This design comes from an exercise in tuning for small area, a short achievable clock period and few clock cycles on the open sky130 flow, not from production work.
No run shown here included a check of the RTL's function; only the layout flow was run.

==> flow/design.v, too long to show whole: its modules and the start of the top module <==
// module gcx_enc: 1100 lines
module gcx_enc (
    input  wire        clk,
    input  wire        rst,         
    input  wire        in_valid,
    output wire        in_ready,
    input  wire [15:0] in_data,
    input  wire        in_key,
    input  wire        in_last,
    output wire        out_valid,
    input  wire        out_ready,
    output wire [31:0] out_data,
    output wire        out_last,
    output wire        done,
    output wire [31:0] hash,
    output wire [31:0] lcg
);
  // ...
==> flow/run.sh <==
#!/bin/bash
# synth_recipe.tcl (not shown) runs the flow's synth.tcl, then flattens the netlist and writes it again
# the make line also repeats each setting of config.mk as NAME=value (left out here)
make -C /OpenROAD-flow-scripts/flow DESIGN_CONFIG=/design/flow/config.mk WORK_HOME=/design/flow/orfs CLKGATE_MAP_FILE= SYNTH_SCRIPT=/design/flow/synth_recipe.tcl finish
==> flow/config.mk <==
export PLATFORM = sky130hd
export DESIGN_NAME = gcx_enc
export DESIGN_NICKNAME = gcx_enc
export VERILOG_FILES = /design/flow/design.v
export SDC_FILE = /design/flow/constraint.sdc
export NUM_CORES = 4
export LEC_CHECK = 0
export ABC_AREA = 1
export CAP_MARGIN = 50
export CORE_MARGIN = 2
export CORE_UTILIZATION = 40
export SLEW_MARGIN = 60
==> flow/constraint.sdc <==
create_clock -name core_clock -period 36.0 [get_ports {clk}]
set_input_delay 7.2000 -clock core_clock [delete_from_list [all_inputs] [get_ports {clk}]]
set_output_delay 7.2000 -clock core_clock [all_outputs]
set_load 0.01 [all_outputs]
==> reports/summary.txt, run 1 <==
CLK BUF = 10
Hold Crit Start = hfirst
critical path's top delay family = buffers and inverters
total I/O pin count = 122
Root Driver = clkbuf_16
worst r2r src = h[15]
CTS Buffer Depth = 2
placed cell area = 20,000 µm²
largest cell class by area = multi-input combinational cells
crit share post-route = 0.261
Final Hold Viols = 0
num rows = 78
met2 global-route usage = 0.411
final instance area = 20,300 µm²
asr flop ratio synth = 0
CTS buffer count = 9
Top FF cell, synth = edfxtp_1
area occupied by registers = 2990 µm²
non-clk buf share = 0.0629
Buf/Inv on CP = 2
adder-cell share of the synthesized area = 0.353
final hold slack = 0.449 ns
Routed WL per cell = 18.3 µm
WP depth = 5
Arrival @ worst endpoint = 2.19 ns
Inverters excl. clock = 522
Largest stage delay, worst path = 0.50 ns
Slowest-stage cell, CP = edfxtp_1
GR Util All Layers = 0.241
mux cell area share after synthesis = 0.00171
status = complete, no violations
==> run 2: changes to the inputs <==
--- a/flow/design.v
+++ b/flow/design.v
@@ -179,18 +179,17 @@
     reg         conv;        
     reg         np;          
     reg  [13:0] sbuf;        
     reg  [2:0]  L;           
     reg         inpay;       
     reg         lastin;      
     reg         rdy;
     reg         ov;          
-    reg  [5:0]  ocs;         
-    reg  [1:0]  oc;          
+    reg  [31:0] odat;        
     reg         olast;
     reg         dn;
     wire fire  = in_valid & rdy;
     wire fkey  = fire & in_key;
     wire fbyte = fire & ~in_key;
     wire adv   = ~ov | out_ready;
     wire [11:0] a1_0 = t1_0(Y[3:0]);
     wire [11:0] a1_1 = t1_1(Y[7:4]);
@@ -757,53 +756,31 @@
     wire sd_124 = sd_99 ^ sd_100 ^ sd_123;
     wire sd_125 = (sd_99 & sd_100) | (sd_99 & sd_123) | (sd_100 & sd_123);
     wire sd_126 = sd_101 ^ sd_102 ^ sd_125;
     wire sd_127 = (sd_101 & sd_102) | (sd_101 & sd_125) | (sd_102 & sd_125);
     wire sd_128 = sd_103 ^ sd_104 ^ sd_127;
     wire sd_129 = (sd_103 & sd_104) | (sd_103 & sd_127) | (sd_104 & sd_127);
     wire sd_130 = sd_105 ^ sd_106 ^ sd_129;
     wire sd_131 = (sd_105 & sd_106) | (sd_105 & sd_129) | (sd_106 & sd_129);
-    wire sd_132 = sd_107 ^ sd_108;
-    wire sd_133 = sd_107 & sd_108;
+    wire sd_132 = sd_107 ^ sd_108 ^ sd_131;
+    wire sd_133 = (sd_107 & sd_108) | (sd_107 & sd_131) | (sd_108 & sd_131);
     wire sd_134 = sd_109 ^ sd_110 ^ sd_133;
     wire sd_135 = (sd_109 & sd_110) | (sd_109 & sd_133) | (sd_110 & sd_133);
     wire sd_136 = sd_111 ^ sd_112 ^ sd_135;
     wire sd_137 = (sd_111 & sd_112) | (sd_111 & sd_135) | (sd_112 & sd_135);
     wire sd_138 = sd_113 ^ sd_114 ^ sd_137;
     wire sd_139 = (sd_113 & sd_114) | (sd_113 & sd_137) | (sd_114 & sd_137);
     wire sd_140 = sd_115 ^ sd_116 ^ sd_139;
     wire sd_141 = (sd_115 & sd_116) | (sd_115 & sd_139) | (sd_116 & sd_139);
     wire sd_142 = sd_117 ^ sd_73 ^ sd_141;
     wire sd_143 = (sd_117 & sd_73) | (sd_117 & sd_141) | (sd_73 & sd_141);
     wire sd_144 = 1'b0 ^ sd_143;
     wire sd_145 = 1'b0 & sd_143;
-    wire sd_146 = sd_107 ^ sd_108 ^ 1'b1;
-    wire sd_147 = (sd_107 & sd_108) | (sd_107 & 1'b1) | (sd_108 & 1'b1);
-    wire sd_148 = sd_109 ^ sd_110 ^ sd_147;
-    wire sd_149 = (sd_109 & sd_110) | (sd_109 & sd_147) | (sd_110 & sd_147);
-    wire sd_150 = sd_111 ^ sd_112 ^ sd_149;
-    wire sd_151 = (sd_111 & sd_112) | (sd_111 & sd_149) | (sd_112 & sd_149);
-    wire sd_152 = sd_113 ^ sd_114 ^ sd_151;
-    wire sd_153 = (sd_113 & sd_114) | (sd_113 & sd_151) | (sd_114 & sd_151);
-    wire sd_154 = sd_115 ^ sd_116 ^ sd_153;
-    wire sd_155 = (sd_115 & sd_116) | (sd_115 & sd_153) | (sd_116 & sd_153);
-    wire sd_156 = sd_117 ^ sd_73 ^ sd_155;
-    wire sd_157 = (sd_117 & sd_73) | (sd_117 & sd_155) | (sd_73 & sd_155);
-    wire sd_158 = 1'b0 ^ sd_157;
-    wire sd_159 = 1'b0 & sd_157;
-    wire sd_160 = sd_131 ? sd_146 : sd_132;
-    wire sd_161 = sd_131 ? sd_148 : sd_134;
-    wire sd_162 = sd_131 ? sd_150 : sd_136;
-    wire sd_163 = sd_131 ? sd_152 : sd_138;
-    wire sd_164 = sd_131 ? sd_154 : sd_140;
-    wire sd_165 = sd_131 ? sd_156 : sd_142;
-    wire sd_166 = sd_131 ? sd_158 : sd_144;
-    wire sd_167 = sd_131 ? sd_159 : sd_145;
-    wire [14:0] seedY = {sd_166, sd_165, sd_164, sd_163, sd_162, sd_161, sd_160, sd_130, sd_128, sd_126, sd_124, sd_122, sd_120, sd_118, sd_48};
+    wire [14:0] seedY = {sd_144, sd_142, sd_140, sd_138, sd_136, sd_134, sd_132, sd_130, sd_128, sd_126, sd_124, sd_122, sd_120, sd_118, sd_48};
     wire cv_0 = zw[0] ^ ~Y[0] ^ 1'b1;
     wire cv_1 = (zw[0] & ~Y[0]) | (zw[0] & 1'b1) | (~Y[0] & 1'b1);
     wire cv_2 = zw[2] ^ ~Y[2] ^ ~Y[0];
     wire cv_3 = (zw[2] & ~Y[2]) | (zw[2] & ~Y[0]) | (~Y[2] & ~Y[0]);
     wire cv_4 = zw[3] ^ ~Y[3] ^ ~Y[1];
     wire cv_5 = (zw[3] & ~Y[3]) | (zw[3] & ~Y[1]) | (~Y[3] & ~Y[1]);
     wire cv_6 = zw[4] ^ ~Y[4] ^ ~Y[2];
     wire cv_7 = (zw[4] & ~Y[4]) | (zw[4] & ~Y[2]) | (~Y[4] & ~Y[2]);
@@ -852,20 +829,90 @@
     wire cx_22 = Y[11] ^ cva[11] ^ cvb[11];
     wire cx_23 = (Y[11] & cva[11]) | (Y[11] & cvb[11]) | (cva[11] & cvb[11]);
     wire cx_24 = Y[12] ^ cva[12] ^ cvb[12];
     wire cx_25 = (Y[12] & cva[12]) | (Y[12] & cvb[12]) | (cva[12] & cvb[12]);
     wire cx_26 = Y[13] ^ cva[13] ^ cvb[13];
     wire cx_27 = (Y[13] & cva[13]) | (Y[13] & cvb[13]) | (cva[13] & cvb[13]);
     wire cx_28 = Y[14] ^ cva[14] ^ cvb[14];
     wire cx_29 = (Y[14] & cva[14]) | (Y[14] & cvb[14]) | (cva[14] & cvb[14]);
-    wire [17:0] cx0 = {cva[17], cva[16], cx_29, cx_27, cx_25, cx_23, cx_21, cx_19, cx_17, cx_15, cx_13, cx_11, cx_9, cx_7, cx_5, cx_3, cx_1, cx_0};
-    wire [17:0] cx1 = {1'b0, 1'b0, cva[15], cx_28, cx_26, cx_24, cx_22, cx_20, cx_18, cx_16, cx_14, cx_12, cx_10, cx_8, cx_6, cx_4, cx_2, 1'b0};
-    wire [17:0] sc = cx0 + cx1;
-    wire [21:0] qv = {sbuf, 8'd0} | ({in_data[7:0] & {8{~L[2]}}, 14'd0} >> {L[1:0], 1'b0});
+    wire cx_30 = cx_1 ^ cx_2;
+    wire cx_31 = cx_1 & cx_2;
+    wire cx_32 = cx_3 ^ cx_4 ^ cx_31;
+    wire cx_33 = (cx_3 & cx_4) | (cx_3 & cx_31) | (cx_4 & cx_31);
+    wire cx_34 = cx_5 ^ cx_6 ^ cx_33;
+    wire cx_35 = (cx_5 & cx_6) | (cx_5 & cx_33) | (cx_6 & cx_33);
+    wire cx_36 = cx_7 ^ cx_8 ^ cx_35;
+    wire cx_37 = (cx_7 & cx_8) | (cx_7 & cx_35) | (cx_8 & cx_35);
+    wire cx_38 = cx_9 ^ cx_10 ^ cx_37;
+    wire cx_39 = (cx_9 & cx_10) | (cx_9 & cx_37) | (cx_10 & cx_37);
+    wire cx_40 = cx_11 ^ cx_12;
+    wire cx_41 = cx_11 & cx_12;
+    wire cx_42 = cx_13 ^ cx_14 ^ cx_41;
+    wire cx_43 = (cx_13 & cx_14) | (cx_13 & cx_41) | (cx_14 & cx_41);
+    wire cx_44 = cx_15 ^ cx_16 ^ cx_43;
+    wire cx_45 = (cx_15 & cx_16) | (cx_15 & cx_43) | (cx_16 & cx_43);
+    wire cx_46 = cx_17 ^ cx_18 ^ cx_45;
+    wire cx_47 = (cx_17 & cx_18) | (cx_17 & cx_45) | (cx_18 & cx_45);
+    wire cx_48 = cx_19 ^ cx_20 ^ cx_47;
+    wire cx_49 = (cx_19 & cx_20) | (cx_19 & cx_47) | (cx_20 & cx_47);
+    wire cx_50 = cx_21 ^ cx_22 ^ cx_49;
+    wire cx_51 = (cx_21 & cx_22) | (cx_21 & cx_49) | (cx_22 & cx_49);
+    wire cx_52 = cx_11 ^ cx_12 ^ 1'b1;
+    wire cx_53 = (cx_11 & cx_12) | (cx_11 & 1'b1) | (cx_12 & 1'b1);
+    wire cx_54 = cx_13 ^ cx_14 ^ cx_53;
+    wire cx_55 = (cx_13 & cx_14) | (cx_13 & cx_53) | (cx_14 & cx_53);
+    wire cx_56 = cx_15 ^ cx_16 ^ cx_55;
+    wire cx_57 = (cx_15 & cx_16) | (cx_15 & cx_55) | (cx_16 & cx_55);
+    wire cx_58 = cx_17 ^ cx_18 ^ cx_57;
+    wire cx_59 = (cx_17 & cx_18) | (cx_17 & cx_57) | (cx_18 & cx_57);
+    wire cx_60 = cx_19 ^ cx_20 ^ cx_59;
+    wire cx_61 = (cx_19 & cx_20) | (cx_19 & cx_59) | (cx_20 & cx_59);
+    wire cx_62 = cx_21 ^ cx_22 ^ cx_61;
+    wire cx_63 = (cx_21 & cx_22) | (cx_21 & cx_61) | (cx_22 & cx_61);
+    wire cx_64 = cx_39 ? cx_52 : cx_40;
+    wire cx_65 = cx_39 ? cx_54 : cx_42;
+    wire cx_66 = cx_39 ? cx_56 : cx_44;
+    wire cx_67 = cx_39 ? cx_58 : cx_46;
+    wire cx_68 = cx_39 ? cx_60 : cx_48;
+    wire cx_69 = cx_39 ? cx_62 : cx_50;
+    wire cx_70 = cx_39 ? cx_63 : cx_51;
+    wire cx_71 = cx_23 ^ cx_24;
+    wire cx_72 = cx_23 & cx_24;
+    wire cx_73 = cx_25 ^ cx_26 ^ cx_72;
+    wire cx_74 = (cx_25 & cx_26) | (cx_25 & cx_72) | (cx_26 & cx_72);
+    wire cx_75 = cx_27 ^ cx_28 ^ cx_74;
+    wire cx_76 = (cx_27 & cx_28) | (cx_27 & cx_74) | (cx_28 & cx_74);
+    wire cx_77 = cx_29 ^ cva[15] ^ cx_76;
+    wire cx_78 = (cx_29 & cva[15]) | (cx_29 & cx_76) | (cva[15] & cx_76);
+    wire cx_79 = cva[16] ^ cx_78;
+    wire cx_80 = cva[16] & cx_78;
+    wire cx_81 = cva[17] ^ cx_80;
+    wire cx_82 = cva[17] & cx_80;
+    wire cx_83 = cx_23 ^ cx_24 ^ 1'b1;
+    wire cx_84 = (cx_23 & cx_24) | (cx_23 & 1'b1) | (cx_24 & 1'b1);
+    wire cx_85 = cx_25 ^ cx_26 ^ cx_84;
+    wire cx_86 = (cx_25 & cx_26) | (cx_25 & cx_84) | (cx_26 & cx_84);
+    wire cx_87 = cx_27 ^ cx_28 ^ cx_86;
+    wire cx_88 = (cx_27 & cx_28) | (cx_27 & cx_86) | (cx_28 & cx_86);
+    wire cx_89 = cx_29 ^ cva[15] ^ cx_88;
+    wire cx_90 = (cx_29 & cva[15]) | (cx_29 & cx_88) | (cva[15] & cx_88);
+    wire cx_91 = cva[16] ^ cx_90;
+    wire cx_92 = cva[16] & cx_90;
+    wire cx_93 = cva[17] ^ cx_92;
+    wire cx_94 = cva[17] & cx_92;
+    wire cx_95 = cx_70 ? cx_83 : cx_71;
+    wire cx_96 = cx_70 ? cx_85 : cx_73;
+    wire cx_97 = cx_70 ? cx_87 : cx_75;
+    wire cx_98 = cx_70 ? cx_89 : cx_77;
+    wire cx_99 = cx_70 ? cx_91 : cx_79;
+    wire cx_100 = cx_70 ? cx_93 : cx_81;
+    wire cx_101 = cx_70 ? cx_94 : cx_82;
+    wire [17:0] sc = {cx_100, cx_99, cx_98, cx_97, cx_96, cx_95, cx_69, cx_68, cx_67, cx_66, cx_65, cx_64, cx_38, cx_36, cx_34, cx_32, cx_30, cx_0};
+    wire [21:0] qv = {sbuf, 8'd0} | ({in_data[7:0], 14'd0} >> {L[1:0], 1'b0});
     wire [21:0] qe = fbyte ? qv : {sbuf, 8'd0};
     wire [3:0]  T  = {1'b0, L} + (fbyte ? 4'd4 : 4'd0);
     wire        full = L[2] | (L[1] & L[0]);
     wire [1:0]  c    = (lastin & ~full) ? L[1:0] : 2'd3;
     wire        beat = adv & inpay & (full | fbyte | (lastin & (L != 3'd0)));
     wire [3:0]  Ln   = beat ? T - {2'd0, c} : T;
     wire        lastn = (fbyte & in_last) | (lastin & ~dn);
     wire        upd   = uv & (~lastin | dn);
@@ -1031,17 +1078,21 @@
     wire hm_154 = hm_135 ? hm_140 : hm_52;
     wire hm_155 = hm_135 ? hm_142 : hm_54;
     wire hm_156 = hm_135 ? hm_144 : hm_56;
     wire hm_157 = hm_135 ? hm_146 : hm_58;
     wire hm_158 = hm_135 ? hm_148 : hm_60;
     wire hm_159 = hm_135 ? hm_150 : hm_62;
     wire hm_160 = hm_135 ? hm_151 : 1'b0;
     wire [31:0] hn = {hm_159, hm_158, hm_157, hm_156, hm_155, hm_154, hm_153, hm_152, hm_134, hm_133, hm_132, hm_131, hm_130, hm_129, hm_128, hm_127, hm_109, hm_108, hm_107, hm_106, hm_105, hm_104, hm_103, hm_102, hm_68, hm_66, hm_64, hm_36, hm_32, hm_28, hm_24, hm_0};
-    wire [5:0] cs = qv[21:16] ^ {k1, k2, k3};
+    wire [5:0] cs = qe[21:16] ^ {k1, k2, k3};
+    wire [7:0] q0 = e0(cs[5:4]);
+    wire [7:0] q1 = e1({cs[5:2], c == 2'd1});
+    wire [7:0] q2 = e2({c, cs[3:0]});
+    wire [7:0] q3 = e3({c == 2'd3, cs[1:0]});
     always @(posedge clk) begin
         if (fkey) begin
             u  <= in_data;
             uf <= hfirst;
         end
         ul <= uln;
         if (upd)
             h <= uf ? {16'd0, u} : hn;    
@@ -1052,18 +1103,17 @@
             Y <= seedY;
             zw <= w0(h[5:0]);
         end else if (beat) begin
             Y  <= (c == 2'd3) ? y3 : (c == 2'd2) ? y2 : y1;
             zw <= (c == 2'd3) ? w3 : (c == 2'd2) ? w2 : w1;
             qY <= (c == 2'd3) ? n3 : (c == 2'd2) ? n2 : n1;
         end
         if (adv) begin
-            ocs   <= cs;
-            oc    <= c;
+            odat  <= {q3, q2, q1, q0};
             olast <= lastin & ~L[2];
         end
         if (rst) begin
             hfirst <= 1'b1;
             sbuf   <= 14'd0;
             L      <= 3'd0;
             inpay  <= 1'b0;
             lastin <= 1'b0;
@@ -1084,17 +1134,16 @@
             lastin <= lastn;
             np     <= npn;
             rdy    <= ~((uvn & uln) | npn) & (dnn | (lastn ? ~uvn : (Ln <= 4'd3)));
             ov     <= beat | (ov & ~out_ready);
             dn     <= dnn;
             conv   <= beat & lastin & ~L[2];
         end
     end
-    assign out_data  = {e3({oc == 2'd3, ocs[1:0]}), e2({oc, ocs[3:0]}),
-                        e1({ocs[5:2], oc == 2'd1}), e0(ocs[5:4])};
+    assign out_data  = odat;
     assign out_valid = ov;
     assign out_last  = olast;
     assign in_ready  = rdy;
     assign done      = dn;
     assign hash      = h;
     assign lcg       = {h[31:18] & {14{np}}, Y[11:0], zw};
 endmodule
==> run 2 against run 1 <==
Effect of this change: global-route usage shrank 0.35 points; largest cell class unchanged; first-iteration DRC count shrank 12%; via count shrank 4.6%; clock skew grew 0.0038 ns; non-clock buffer count is the same; cell area grew 1.2%; register-to-register slack lost 0.89 ns; still clean on timing, DRC and antenna; cell count shrank 2.5%.
==> reports/summary.txt, run 2 <==
Crit Path Max Fanout = 6 (was 9)
post-cts sizing count = 0 (unchanged)
num rows = 78 (unchanged)
Final Setup Violations = 0 (unchanged)
max FFs per register = 32 (unchanged)
First-pass DRT Iterations = 5 (was 6)
status = complete, no violations (unchanged)
# nets final = 2,805 (was 2,893)
Hold Path Stages = 0 (unchanged)
Port Buffers = 112 (unchanged)
synth top area cells = fa_1, edfxtp_1, ha_1 (unchanged)
synthesized netlist cell count = 2,311 (was 2,413)
DP Worst Slack = 26.34 ns (was 26.38 ns)
share of cells above drive strength 1 = 0.0528 (was 0.0391)
CTS tree = built (unchanged)
Final Hold Viols = 0 (unchanged)
critical path type = in2reg (was reg2out)
commonest non-fill, non-tap cells in the layout = inv_1, nand2_1, fa_1, o21ai_0, nor2_1 (was inv_1, nand2_1, fa_1, o21ai_0, ha_1)
unrepaired setup endpoints after global routing = no (unchanged)
Final HPWL DP = 45.8 mm (was 47.8 mm)
Worst Slack Setup Final = 26.80 ns (was 26.61 ns)
post-route ant nets = 0 (unchanged)
CTS buffer count = 17 (was 9)
core area = 45,200 µm² (was 45,300 µm²)
Worst-path clk slew = 0.06 ns (was 0.07 ns)
Arrival @ worst endpoint = 9.41 ns (was 2.19 ns)
slew margin rel. = 0.592 (was 0.578)
crit path launch type = input port (was register)
Max Slew Vio Count = 0 (unchanged)
Clock Latency Late Sink = 0.45 ns (was 0.37 ns)
R2R Setup Slk = 27.28 ns (was 28.17 ns)
grt total ovfl = 0 (unchanged)
initial antenna violation count = 0 (unchanged)
WHS Endpoint = uf (unchanged)
DR vias = 15,351 (was 16,088)
Post-Route WL = 54.9 mm (was 56.5 mm)
most numerous cell in the Yosys netlist = inv_1 (unchanged)
fmax = 109 MHz (was 107 MHz)
Crit path required time = 36.20 ns (was 28.80 ns)
initial cell density of the core = 0.404 (was 0.405)
GR Util All Layers = 0.237 (was 0.241)
Top FF cell, synth = edfxtp_1 (unchanged)
H-tree depth = 4 (was 3)
share of the synthesized area in the top cell type = 0.236 (was 0.225)
sequential-to-total area share from yosys stat = 0.187 (was 0.163)
CTS Buffer Depth = 2 (unchanged)
vias in the first global route = 15,124 (was 15,786)
worst-margin pin slew = 0.613 ns (was 0.627 ns)
first-pass GRT wire length = 85.0 mm (was 88.6 mm)
Die Y = 218 µm (about the same)
post-synthesis cell type count = 59 (unchanged)
Hold Crit Start = hfirst (unchanged)
end of the worst register-to-register path = Y[13] (was h[31])
placed cell area = 19,900 µm² (was 20,000 µm²)
DR vias/cell = 5.11 (was 5.22)
Commonest cells post-synth = inv_1, nand2_1, fa_1 (unchanged)
largest net degree at the start of global routing = 34 (unchanged)
Initial DRC Count = 1,108 (was 1,266)
drt drc = 0 (unchanged)
setup bufs post-CTS = 0 (unchanged)
Regs by FF count = h (32), odat (22), u (16) (was h (32), u (16), Y (15))
diode count = 0 (unchanged)
Root Driver = clkbuf_16 (unchanged)
asr flop ratio synth = 0 (unchanged)
most common cell after layout, fill and taps aside = inv_1 (unchanged)
TNS Setup = 0 ns (unchanged)
Die ar. = 47,400 µm² (was 47,600 µm²)
nature of the critical path endpoint = register (was primary output)
Fill cells = 4,495 (was 4,621)
total I/O pin count = 122 (unchanged)
Post-synth EDFFs = 95 (was 81)
worst r2r src = h[13] (was h[15])
Routability Congestion = 0.975 (was 0.954)
Routed WL per cell = 18.3 µm (about the same)
Seq cells post-synth = 123 (was 109)
Area Overhead vs Synth = 12.5% (was 10.7%)
crit share post-route = 0.256 (was 0.261)
Hold Crit Class = reg2reg (unchanged)
reg2reg path depth = 23 (unchanged)
synthesized cell area = 18,300 µm² (about the same)
cell taking the most area after synthesis = fa_1 (unchanged)
Synth warnings = 1 (unchanged)
final instance area = 20,500 µm² (was 20,300 µm²)
Die Wd = 218 µm (about the same)
# hold bufs at CTS = 0 (unchanged)
max-capacitance violation count = 0 (unchanged)
Reg with most FFs = h (unchanged)
Worst Skew = 0.0109 ns (was 0.00718 ns)
crit path time final = 9.20 ns (was 9.39 ns)
Avg Cell Area, Syn = 7.90 µm² (was 7.60 µm²)
# clock sinks = 123 (was 109)
## run 2: worst max path at each step
stage	startpoint	slack [ns]	endpoint	cells past startpoint
floorplan	out_ready	27.08	Y[0]	5
global placement	out_ready	25.90	Y[11]	5
detailed placement	in_key	26.34	odat[25]	13
CTS	in_key	26.82	odat[25]	13
global route	in_valid	26.61	odat[25]	14
finish	in_valid	26.80	odat[25]	14
## run 2: per-stage QoR
step	utilization	std cells	hold WS [ns]
after floorplan	-	2318	0.409
after global placement	0.439	2963	0.425
after detailed placement	0.440	2966	0.426
after CTS	0.453	2998	0.436
after global routing	0.454	3006	0.447
final	0.454	3006	0.435
## run 2: layer usage
layer / global-route usage / routed length, µm / part of all wire / up-vias
met5: 0 / 0 / 0 / -
met4: 0.0756 / 1560 / 0.028 / 0
met3: 0.0258 / 2280 / 0.042 / 77
met2: 0.421 / 28000 / 0.51 / 407
met1: 0.302 / 23100 / 0.42 / 7455
li1: - / - / - / 7412
## run 2: final cells by class
type	instances	area, µm²	area share
multi-input combinational	1615	12600	0.615
sequential	123	3410	0.166
inverter	503	1890	0.0920
timing repair buffer	133	1280	0.0623
tap	600	751	0.0366
clock buffer	18	429	0.0209
clock inverter	14	136	0.00664
## run 2: cell families (layout without fill, tap and decap cells)
group,after synthesis,after routing,synth area share
AO/OA/AOI/OAI,399,399,0.125
XOR/XNOR,70,70,0.0352
adder cells (fa/ha/maj),390,390,0.356
buffers and inverters,580,668,0.125
flip-flops,123,123,0.187
multiplexers,3,3,0.00165
other,2,9,0.000411
AND/OR/NAND/NOR,744,744,0.170
## run 2: critical path, cell delays in order
cell	delay, ns
clkdlybuf4s50_1	0.51
nand2_2	0.10
nor2_4	0.13
inv_2	0.10
nor2_1	0.35
inv_1	0.17
nor2_1	0.15
nor3_2	0.09
xor2_1	0.14
inv_1	0.08
xor2_1	0.17
inv_1	0.07
nand2_1	0.08
nor2_1	0.05

-- static timing again, ports no longer ideal --
In the flow no input, the clock included, has a driving cell. The finished layouts below were timed again as built, in two steps.
Step 1 (the two cells are an assumption about what drives the block):
set clk [get_ports {clk}]
set_driving_cell -lib_cell sky130_fd_sc_hd__clkbuf_16 $clk
set_driving_cell -lib_cell sky130_fd_sc_hd__buf_2 [delete_from_list [all_inputs] $clk]
Step 2 also shifts input and output timing later by t, the mid clock arrival at the registers, as if the neighbouring blocks saw the same clock.
a / b / c = ideal / step 1 / step 2; a / b = the first two.
| run | t, ns | setup slack, ns | worst slew at a driven data input, ns |
|---|---|---|---|
| run 1 | 0.416 | 26.614 / 26.563 / 26.354 | 0.05 |
| run 2 | 0.491 | 26.798 / 26.826 / 26.334 | 0.04 |
After both steps every run listed still meets setup and hold. For run 2, which loses most, drivers alone change the setup slack by +0.028 ns; drivers and shift together by -0.464 ns.
